Background: an optimization exercise with open tools, aiming at small area, a short achievable clock period and few clock cycles. Do not read the settings as production practice. Function was checked by simulation only, so behaviour that the tests miss may differ from the original. Power is estimated from default activity; no workload was simulated.

==> flow/design.v <==
module sdr_frame_rx (
    input  wire        clk,
    input  wire        rst,
    input  wire        in_valid,
    output wire        in_ready,
    input  wire [7:0]  in_data,
    output reg         out_valid,
    output reg  [7:0]  out_type,
    output reg  [7:0]  out_gid,
    output reg  [7:0]  out_sid,
    output reg  [79:0] out_payload,
    output reg         crc_err
);
    localparam integer N     = 32;              
    localparam [31:0]  SYNC  = 32'h1ACFFC1D;
    localparam [31:0]  CRC_PRE = 32'hFF06CBB9;
    function automatic near_sync(input [31:0] w);
        reg [31:0] x;
        reg [15:0] a1, a2;
        reg [7:0]  b1, b2, b3;
        reg [3:0]  c1, c2, c3;
        reg [1:0]  d1, d2, d3;
        integer i;
        begin
            x = w ^ SYNC;
            for (i = 0; i < 16; i = i + 1) begin
                a1[i] = x[2*i] | x[2*i+1];
                a2[i] = x[2*i] & x[2*i+1];
            end
            for (i = 0; i < 8; i = i + 1) begin
                b1[i] = a1[2*i] | a1[2*i+1];
                b2[i] = a2[2*i] | a2[2*i+1] | (a1[2*i] & a1[2*i+1]);
                b3[i] = (a2[2*i] & a1[2*i+1]) | (a1[2*i] & a2[2*i+1]);
            end
            for (i = 0; i < 4; i = i + 1) begin
                c1[i] = b1[2*i] | b1[2*i+1];
                c2[i] = b2[2*i] | b2[2*i+1] | (b1[2*i] & b1[2*i+1]);
                c3[i] = b3[2*i] | b3[2*i+1] | (b2[2*i] & b1[2*i+1]) | (b1[2*i] & b2[2*i+1]);
            end
            for (i = 0; i < 2; i = i + 1) begin
                d1[i] = c1[2*i] | c1[2*i+1];
                d2[i] = c2[2*i] | c2[2*i+1] | (c1[2*i] & c1[2*i+1]);
                d3[i] = c3[2*i] | c3[2*i+1] | (c2[2*i] & c1[2*i+1]) | (c1[2*i] & c2[2*i+1]);
            end
            near_sync = !(d3[0] | d3[1] | (d2[0] & d1[1]) | (d1[0] & d2[1]));
        end
    endfunction
    function automatic [3:0] ham_dec(input [7:0] c);
        reg [2:0] syn;
        reg [3:0] d;
        begin
            syn = {c[6] ^ c[5] ^ c[3], c[6] ^ c[4] ^ c[3], c[5] ^ c[4] ^ c[3]} ^ c[2:0];
            d = c[6:3];
            case (syn)
                3'd6: d[3] = ~d[3];
                3'd5: d[2] = ~d[2];
                3'd3: d[1] = ~d[1];
                3'd7: d[0] = ~d[0];
                default: ;
            endcase
            ham_dec = d;
        end
    endfunction
    function automatic [31:0] crc_step4(input [31:0] r);
        integer i;
        begin
            for (i = 0; i < 4; i = i + 1)
                r = r[0] ? ((r >> 1) ^ 32'hEDB88320) : (r >> 1);
            crc_step4 = r;
        end
    endfunction
    function automatic [7:0] key(input [4:0] j);
        begin
            case (j)
                5'd0:  key = 8'hFE; 5'd1:  key = 8'h3B; 5'd2:  key = 8'h14;
                5'd3:  key = 8'hBE; 5'd4:  key = 8'hA8; 5'd5:  key = 8'h5B;
                5'd6:  key = 8'hCE; 5'd7:  key = 8'h56; 5'd8:  key = 8'h60;
                5'd9:  key = 8'hDA; 5'd10: key = 8'hE8; 5'd11: key = 8'hC8;
                5'd12: key = 8'h81; 5'd13: key = 8'h26; 5'd14: key = 8'h9E;
                5'd15: key = 8'hE1; 5'd16: key = 8'hFC; 5'd17: key = 8'h76;
                5'd18: key = 8'h29; 5'd19: key = 8'h7D; 5'd20: key = 8'h50;
                5'd21: key = 8'hB7; 5'd22: key = 8'h9C; 5'd23: key = 8'hAC;
                5'd24: key = 8'hC1; 5'd25: key = 8'hB5; 5'd26: key = 8'hD1;
                default: key = 8'h00;
            endcase
        end
    endfunction
    reg        rdy_q;                  
    reg        st_v;                   
    reg  [7:0] st_d;
    reg  [7:0] hist [0:N-1];           
    assign in_ready = rdy_q;
    reg        rot;                    
    reg  [4:0] r;                      
    reg        ract;                   
    reg  [2:0] wv;                     
    reg        wnew;                   
    reg        parse;                  
    reg  [2:0] sh;                     
    reg  [4:0] j;                      
    reg        rec;                    
    reg  [4:0] bd;                     
    reg  [31:0] crc;
    reg        mf;                     
    wire blk   = rec && bd >= 5'd29;
    wire push  = st_v && (r == 5'd0 || wv == 3'd0) && !rot && !blk;
    wire rd    = rot ? (ract || bd == 5'd31) : push;
    wire [7:0] hin = push ? st_d : hist[N-1];
    wire [39:0] win = {hist[4], hist[3], hist[2], hist[1], hist[0]};
    reg  [7:0]  hit;
    integer     s;
    always @* begin
        for (s = 0; s < 8; s = s + 1)
            hit[s] = near_sync(win[39-s -: 32]);
    end
    wire any_hit = |hit;
    reg  [2:0] hsh;                    
    always @* begin
        hsh = 3'd0;
        for (s = 7; s >= 0; s = s - 1)
            if (hit[s]) hsh = s[2:0];
    end
    reg        sq;                     
    reg  [4:0] jq;                     
    reg  [7:0] gq;                     
    wire [3:0] d  = ham_dec(gq);
    wire [31:0] crc_in = crc ^ ((!jq[0] && jq <= 5'd22) ? {28'd0, d} : 32'd0);
    wire [31:0] crc_f  = crc_step4(crc_in) ^ ((jq[0] && jq <= 5'd21) ? {24'd0, d, 4'd0} : 32'd0);
    reg  [7:0]  crc_b;
    always @* begin
        case (jq[1:0])
            2'd3:    crc_b = crc_f[31:24];   
            2'd0:    crc_b = crc[23:16];     
            2'd1:    crc_b = crc[15:8];      
            default: crc_b = crc[7:0];       
        endcase
    end
    wire bmatch = (gq == ~crc_b);
    wire lastq  = sq && (jq == 5'd26);
    wire fin_ok = mf && bmatch;                  
    wire pass   = lastq && fin_ok;
    wire fail   = lastq && !fin_ok;
    wire rewind = fail && rec;
    wire look  = wnew && (wv == 3'd5);
    wire found = look && !parse && any_hit && !pass && !rewind;  
    wire nhit  = parse && look && any_hit;               
    wire step  = wnew && parse || found && hit[0];
    wire [2:0] ush = parse ? sh : 3'd0;
    wire [15:0] pair = {hist[1], hist[0]} << ush;
    wire [7:0]  abyte = (ush == 3'd0) ? hist[0] : pair[15:8];
    wire [4:0]  uj = parse ? j : 5'd0;
    wire last  = step && (uj == 5'd26);
    wire rot_end = rot && r == 5'd31;
    reg  [2:0] wv_n;
    always @* begin
        if (rewind) wv_n = 3'd0;
        else if (pass) wv_n = {2'd0, sh != 3'd0} + {2'd0, wnew} + {2'd0, rd};
        else if (rd) wv_n = (wv == 3'd5) ? 3'd5 : wv + 3'd1;
        else wv_n = wv;
    end
    wire       rot_n  = rewind || rot && !rot_end;
    wire [4:0] r_n    = push ? 5'd0 : r + 5'd1;
    wire       rec_n  = !(found || lastq) && (nhit || rec);
    wire [4:0] bd_n   = (nhit && !rec) ? 5'd5 : bd + 5'd1;
    wire       blk_n  = rec_n && bd_n >= 5'd29;
    wire       st_v_n = st_v && !push || in_valid && rdy_q;
    integer k;
    always @(posedge clk) begin
        if (!st_v || push) st_d <= in_data;
        hist[0] <= hin;
        for (k = 1; k < N; k = k + 1)
            hist[k] <= hist[k-1];
        gq <= abyte ^ key(uj);
        jq <= uj;
        if (sq) begin
            if (jq <= 5'd2) crc <= CRC_PRE;
            else if (jq <= 5'd23) crc <= crc_f;
            if (jq == 5'd23) mf <= bmatch;
            else mf <= mf & bmatch;
            if (jq == 5'd0) out_type <= gq;
            if (jq == 5'd1) out_gid  <= gq;
            if (jq == 5'd2) out_sid  <= gq;
            for (k = 0; k < 20; k = k + 1)
                if (jq == k + 3) out_payload[79-4*k -: 4] <= d;
        end
        if (found) sh <= hsh;
        if (found) j <= hit[0] ? 5'd1 : 5'd0;
        else if (step) j <= j + 5'd1;
        bd <= bd_n;
        if (rot && bd == 5'd31) ract <= 1'b1;
        if (rst) begin
            rdy_q     <= 1'b0;
            st_v      <= 1'b0;
            rot       <= 1'b0;
            r         <= 5'd0;
            ract      <= 1'b0;
            wv        <= 3'd0;
            wnew      <= 1'b0;
            parse     <= 1'b0;
            rec       <= 1'b0;
            sq        <= 1'b0;
            out_valid <= 1'b0;
            crc_err   <= 1'b0;
        end else begin
            st_v  <= st_v_n;
            rdy_q <= !st_v_n || (r_n == 5'd0 || wv_n == 3'd0) && !rot_n && !blk_n;
            r     <= r_n;
            sq    <= step;
            out_valid <= pass;
            crc_err   <= fail;
            wnew <= rd;
            rot <= rot_n;
            if (rewind) ract <= 1'b0;
            wv <= wv_n;
            if (found) parse <= 1'b1;
            else if (last) parse <= 1'b0;
            rec <= rec_n;
        end
    end
endmodule
==> flow/flow/run.sh <==
#!/bin/bash
set -euo pipefail
export BUFFER_PORTS_ARGS="-buffer_cell sky130_fd_sc_hd__buf_1"
export CTS_ARGS="-sink_clustering_enable -repair_clock_nets -dont_use_dummy_load -sink_clustering_size 30 -sink_clustering_max_diameter 100"
bash standard.sh > standard_flow.log 2>&1
==> flow/standard.sh <==
#!/bin/bash
# synth_recipe.tcl (not shown) runs the flow's synth.tcl, then flattens the netlist and writes it again
# the make line also repeats each setting of config.mk as NAME=value (left out here)
make -C /OpenROAD-flow-scripts/flow DESIGN_CONFIG=/design/flow/config.mk WORK_HOME=/design/flow/orfs CLKGATE_MAP_FILE= SYNTH_SCRIPT=/design/flow/synth_recipe.tcl "${@:-finish}"
==> flow/config.mk <==
export PLATFORM = sky130hd
export DESIGN_NAME = sdr_frame_rx
export DESIGN_NICKNAME = sdr_frame_rx
export VERILOG_FILES = /design/flow/design.v
export SDC_FILE = /design/flow/constraint.sdc
export NUM_CORES = 4
export LEC_CHECK = 0
export ABC_AREA = 1
export CAP_MARGIN = 20
export CORE_MARGIN = 2
export CORE_UTILIZATION = 50
export SETUP_SLACK_MARGIN = 0.5
export SLEW_MARGIN = 20
==> flow/constraint.sdc <==
create_clock -name core_clock -period 22.0 [get_ports {clk}]
set_input_delay 4.4000 -clock core_clock [delete_from_list [all_inputs] [get_ports {clk}]]
set_output_delay 4.4000 -clock core_clock [all_outputs]
set_load 0.01 [all_outputs]
==> notes.md <==
status=timing/DRC/antenna clean; min-delay src=hist[5][6]; Core Region=35310 um^2; fin cells=2566; clk_skew=46.96 ps; final core occ=54.24%; buffer and inverter count on the worst path=1; Mapped Cells=1996; post-route ant nets=0; setup_tns=0 ps; n_diodes=0; DRC=0; Hold WC Path Type=reg2reg; Synth area leader=dfxtp_1; Worst VDD drop=0.08491 mV; layout cell share with drive strength beyond 1=4.608%; number of synthesized flops with an enable pin=153; fin crit share=24.98%; GP Congestion=0.9494; Power, Total=1.551 mW; die area=37080 um^2; area delta synth->final=7.750%; WP data required=17600 ps; switch share=27.42%; Num CTS Buffers=19; Total Routing Usage GR=22.52%; nets@finish=2135; Worst EP arrival=1090 ps; port bufs=117; slew margin rel.=26.29%; Chip Width=192.6 um; Reg clk slew, reported paths=110 ps; hold path depth=0; post-synthesis sequential area ratio=58.73%; I/O pin cnt=118; RR Endpoint=j[0]; antenna violations before repair=0; Setup-failing EPs final=0; CTS Sinks=445; chip height=192.6 um; unrepaired setup endpoints after global routing=false; post-DR vias/cell=5.246; largest net degree at the start of global routing=33; Synth Flop Type=dfxtp_1; crit path max fanout=1; slowest stage delay, CP=360 ps; CTS tree=built; PD cells=81.00 nW/um^2; R2R Path Start=hist[4][0]; slew at the pin closest to its max-slew limit=1102 ps; Crit path max-delay family=flip-flops; clock share of power=24.9%; Routed wire per std cell=16.31 um; fmax=0.1820 GHz; initial core utilization=50.34%; Net Count, Synth=2024; top cells by area, synth=dfxtp_1 33%, edfxtp_1 26%, nand2_1 8.6%; Internal Dissipation=1.126 mW; async set-reset flop share out of synthesis=0%; share of power burned in registers=60.9%; post-synth top area share=32.89%; final hold vios=0; DRT iter0 DRCs=1017; number of global-route vias before repair=12420; placed cells=2547; drt total wl=41.85 mm; first-pass GRT wire length=65.41 mm; cell leakage power=7.687 nW; Critical Path End Type=primary output; FP Rows=69; post-synthesis cell type count=59; max_cap viols=0; kind of critical path=reg2out; Sw Pwr=425.4 uW; worst-skew pair later-pin latency=550 ps; grt total ovfl=0; Avg Cell Area, Syn=8.906 um^2; Worst Hold End=hist[6][6]; # H-tree levels=1; tightest hold margin=297.4 ps; DP HPWL=31.53 mm; total number of vias=13460; CP max stage cell=dfxtp_1; first-pass iteration count of the detailed router=5; Tmin final=5495 ps; cells along the critical path=buf_1; root buf cell=clkbuf_16; post-CTS setup buffers=0; R2R Setup Slk=17690 ps; PostCTS Resize Cnt=0; R2R cell count=15; Yosys warning total=2; mapped cell area=17780 um^2; CTS Hold Bufs=0; clk buf depth=3; synthesis-stage register bit count=445; fin. max-slew vios=0; Logic pwr share=14.2%; startpoint types=flip-flop
## registers in the layout, indices dropped and copies added, names as in the netlist, 3 cells and up
signal	flops
out_payload	80
out_gid	8
sh	3
j	5
st_d	8
crc	32
out_sid	8
bd	5
hist	256
gq	8
out_type	8
wv	3
jq	5
r	5
## worst max path at each step
stage	start	endpoint	depth (start not counted)
6_report	crc_err	crc_err	1
5_1_grt	out_gid[1]	out_gid[1]	1
4_1_cts	crc_err	crc_err	1
3_5_place_dp	rst	ract	4
3_3_place_gp	rst	ract	4
2_1_floorplan	rst	crc_err	3
## per-layer routing
| metal | up-vias | wire length (um) | global-route usage [%] | share of wire (%) |
|---|---|---|---|---|
| met2 | 401 | 19580 | 38.56 | 47 |
| met3 | 62 | 2524 | 3.201 | 6.0 |
| met1 | 6238 | 18640 | 29.54 | 45 |
| li1 | 6760 | - | - | - |
| met5 | - | 0 | 0 | 0 |
| met4 | 0 | 1100 | 6.988 | 2.6 |
## power groups by stage
stage	clock (mW)	combinational, mW	sequential [mW]
6_report	0.387	0.220	0.945
4_1_cts	0.403	0.218	0.946
5_1_grt	0.431	0.248	0.951
3_5_place_dp	0	0.217	0.964
3_3_place_gp	0	0.215	0.963
2_1_floorplan	0	0.168	0.943
## cells in the final DEF, fill, tap and decap left out, types with 21 or more instances in the layout
master | synthesis | layout
nand3_1 | 98 | 98
inv_1 | 250 | 250
o22ai_1 | 21 | 21
nand4_1 | 28 | 28
nand2_2 | 32 | 32
dfxtp_1 | 292 | 292
edfxtp_1 | 153 | 153
a21oi_1 | 61 | 61
nor3_1 | 32 | 32
buf_1 | 1 | 117
nor2_1 | 270 | 269
o21ai_0 | 134 | 134
nand2_1 | 409 | 409
## layout make-up
| type | count | area, um^2 |
|---|---|---|
| Clock buffer | 19 | 475.5 |
| Timing Repair Buffer | 119 | 454.2 |
| Inverter | 261 | 982.2 |
| Fill cell | 3258 | 16160 |
| Sequential cell | 445 | 10440 |
| Tap cell | 461 | 576.8 |
| Multi-Input combinational cell | 1261 | 6225 |
## worst reg2reg max path, stage by stage, from the launching register on
cell,delay [ps]
dfxtp_1,570
inv_1,170
nor2_1,380
o21ai_0,120
a2111oi_0,660
nand3_1,130
nor2_1,130
nand4_1,300
o21ai_0,450
nor2_1,190
nand2_1,210
nor3b_1,350
nand3_4,150
inv_2,180
nand2_2,100
o21ai_1,120
## metrics by stage
stage	setup slack [ps]	area [um^2]
2_1_floorplan	16840	17780
3_3_place_gp	16550	18680
3_5_place_dp	16570	18680
4_1_cts	16480	19150
5_1_grt	16440	19150
6_report	16510	19150
## cell usage after synthesis (6+ instances only)
cell and number:
ha_1 16, o21ai_0 134, xor2_1 19, a21oi_1 61, xnor2_1 11, nand2_1 409
nand2_2 32, dfxtp_1 292, a211oi_1 13, nor2_1 270, nand4_1 28, nor4_1 11
or2_2 8, inv_1 250, nor3_1 32, inv_2 6, nand2_4 13, o211ai_1 16
clkbuf_1 22, edfxtp_1 153, o32ai_1 6, o22ai_1 21, nand3_1 98, a221oi_1 6
## cell families after synthesis
family,share of synthesized area (%)
adder cells (fa/ha/maj),1.239
XOR/XNOR,1.478
AO/OA/AOI/OAI,9.657
buffers and inverters,6.264
flip-flops,58.73
AND/OR/NAND/NOR,22.63
Testbench counts, summed over its fixed seeds: cycles 22,798.

-- re-timing with driven ports --
The flow's constraints put no driver on any port. The routed layout listed below was extracted and timed again, unchanged, in two steps. Step 1: set_driving_cell puts a clkbuf_16 on clk and a buf_2 on each other input, an assumption about the parent block. Step 2, shift: input delay + t, output delay - t, t = (earliest + latest rising clock arrival at the registers) / 2. This alone moves slack from input paths to output paths. a / b / c = ideal / step 1 / step 2; a / b = the first two.
shift t [ns]: 0.580
slack for setup (ns): 16.505 / 16.451 / 16.534
worst hold slack (ns): 0.297 / 0.297 / 0.297
worst slew at a driven data input, ns: 0.06
After both steps this run still meets setup and hold. For this run, drivers alone change the setup slack by -0.054 ns; drivers and shift together by +0.029 ns.
